Background: an optimization exercise with open tools, aiming at small area, a short achievable clock period and few clock cycles. Do not read the settings as production practice. The RTL was checked by simulation tests, not by an equivalence proof against the original design. Power figures rest on the tool's default switching activity, not on a simulated workload.

==> run Z: inputs <==
==> flow/design.v (excerpt) <==
module rtl433_demod (
    input  wire        clk,
    input  wire        rst,
    input  wire        cmd_valid,
    output wire        cmd_ready,
    input  wire [31:0] cmd_word,
    input  wire [31:0] cmd_arg0,
    input  wire [31:0] cmd_arg1,
    input  wire [31:0] cmd_arg2,
    input  wire        pair_valid,
    output wire        pair_ready,
    input  wire [31:0] pair_pulse,
    input  wire [31:0] pair_gap,
    input  wire [2:0]  cfg_mode,
    input  wire [31:0] cfg_short_w,
    input  wire [31:0] cfg_long_w,
    input  wire [31:0] cfg_gap_limit,
    input  wire [31:0] cfg_reset_limit,
    input  wire [31:0] cfg_sync_w,
    input  wire [31:0] cfg_tol,
    output reg         rsp_valid,
    output reg  [31:0] rsp_result,
    output reg  [2:0]  rsp_code
);
    localparam OP_NOP     = 8'h00;
    localparam OP_DEMOD   = 8'h10;
    localparam OP_ROWCMP  = 8'h20;
  ...
export LEC_CHECK = 0
export CAP_MARGIN = 35
export CORE_MARGIN = 2
export CORE_UTILIZATION = 40
export CTS_BUF_LIST = sky130_fd_sc_hd__clkbuf_8 sky130_fd_sc_hd__clkbuf_4
export PLACE_DENSITY = 0.5
export SLEW_MARGIN = 35
create_clock -name core_clock -period 16.0 [get_ports {clk}]
standard.sh (not shown) runs the stock make flow with config.mk's settings and CLKGATE_MAP_FILE= SYNTH_SCRIPT=/design/flow/synth_recipe.tcl, a recipe that flattens the netlist after the stock synthesis.
==> flow/flow/run.sh <==
#!/bin/bash
set -e
export SETUP_SLACK_MARGIN=9.5
bash standard.sh > standard.log 2>&1
==> run M (differences from run Z) <==
==> flow/run.sh (new file) <==
#!/bin/bash
# synth_recipe.tcl (not shown) runs the flow's synth.tcl, then flattens the netlist and writes it again
# the make line also repeats each setting of config.mk as NAME=value (left out here)
make -C /OpenROAD-flow-scripts/flow DESIGN_CONFIG=/design/flow/config.mk WORK_HOME=/design/flow/orfs CLKGATE_MAP_FILE= SYNTH_SCRIPT=/design/flow/synth_recipe.tcl finish
- CTS_BUF_LIST: sky130_fd_sc_hd__clkbuf_8 sky130_fd_sc_hd__clkbuf_4 -> unset
removed: flow/flow/run.sh
removed: flow/standard.sh
==> notes <==
Against run M, the hold slack of run Z is higher by 8.2 ps. Area after synthesis is the same in run Z and run M. Of run M and run Z, run Z has the higher non-clock buffer count (gap 101). In run Z the global-route usage is lower than in run M, by 0.80 points. In flip-flop and latch count, run M and run Z do not differ. Between run Z and run M, the lower clock power is in run Z (gap 5.9%, measured against run M). In run M the via count is lower than in run Z, by about 1.1%. Against run M, the combinational power of run Z is higher by about 4%. Of run M and run Z, run Z has the higher design area (gap 2.2%, measured against run Z). In die area, run M and run Z do not differ. Final cell count: run Z is larger than run M (about 1.4%).
==> figures <==
metric                                                                          run Z                 run M
Number of buffers inserted during clock tree synthesis                            231                   158
Design internal power                                                         6.38 mW               6.51 mW
Detailed-routed wire length on met2                                         233000 µm             239000 µm
Diode insertion count for antenna repair                                           12                    14
Clk power                                                                     3.51 mW               3.73 mW
Number of ordinary and repair buffers in the finished layout                      867                   766
Clock period minus worst slack                                                6730 ps               8250 ps
Post-Place Cells                                                                15.8k                 15.9k
Root Driver                                                                  clkbuf_8             clkbuf_16
Share of final-layout standard cells stronger than drive strength 1             13.5%                 9.41%
Number of DRC violations after detailed-routing iteration 0                     12.0k                 11.9k
Pin count of the biggest net entering global routing                              221                   195
GRT met1 Usage                                                                  45.2%                 45.5%
Number of clock-tree buffers in the layout                                        365                   223
Routability cong.                                                                1.04                  1.01
Launch point of the worst hold path                                  m_pletol$_DFF_P_      m_gletol$_DFF_P_
Final worst hold slack                                                         410 ps                402 ps
Final instance count without filler cells                                       16.4k                 16.2k
Outcome                                              no timing/DRC/antenna violations  no timing/DRC/antenna violations
Net switching power                                                           3.40 mW               3.38 mW
Crit-path slowest cell                                                         or3b_4               dfxtp_1
Source of the critical timing path                                    c_sy[0]$_DFF_P_  clen[1]$_SDFFE_PP0P_
Via count                                                                        105k                  104k
Testbench counts of run Z, summed over its fixed seeds: cycles 37,611.
Testbench counts of run M, summed over its fixed seeds: cycles 37,611.

afterwards: timing with drivers on the ports:
Ports are ideal in the flow. The routed layouts listed here were re-timed in OpenROAD.
Step 1 sets driving cells, clkbuf_16 on the clock port and buf_2 on the other inputs (assumed; they add their load-dependent delay and slew).
Step 2 moves the port delays by t, midway between the first and last clock arrival at a register: inputs arrive t later, outputs are due t later. That takes back most of the time a late clock gives input paths.
a / b / c = ideal / step 1 / step 2; a / b = the first two.
run	t, ns	setup slack, ns	worst register clock-pin slew, ns	worst data-port slew with drivers (ns)
run Z	1.144	9.267 / 9.267 / 8.521	0.07 / 0.07	0.09
run M	0.947	7.748 / 7.748 / 7.501	0.07 / 0.07	0.12
After both steps every run listed still meets setup and hold. The setup slack of run Z, which loses most, moves by 0.000 ns with the drivers and by -0.746 ns with both steps.
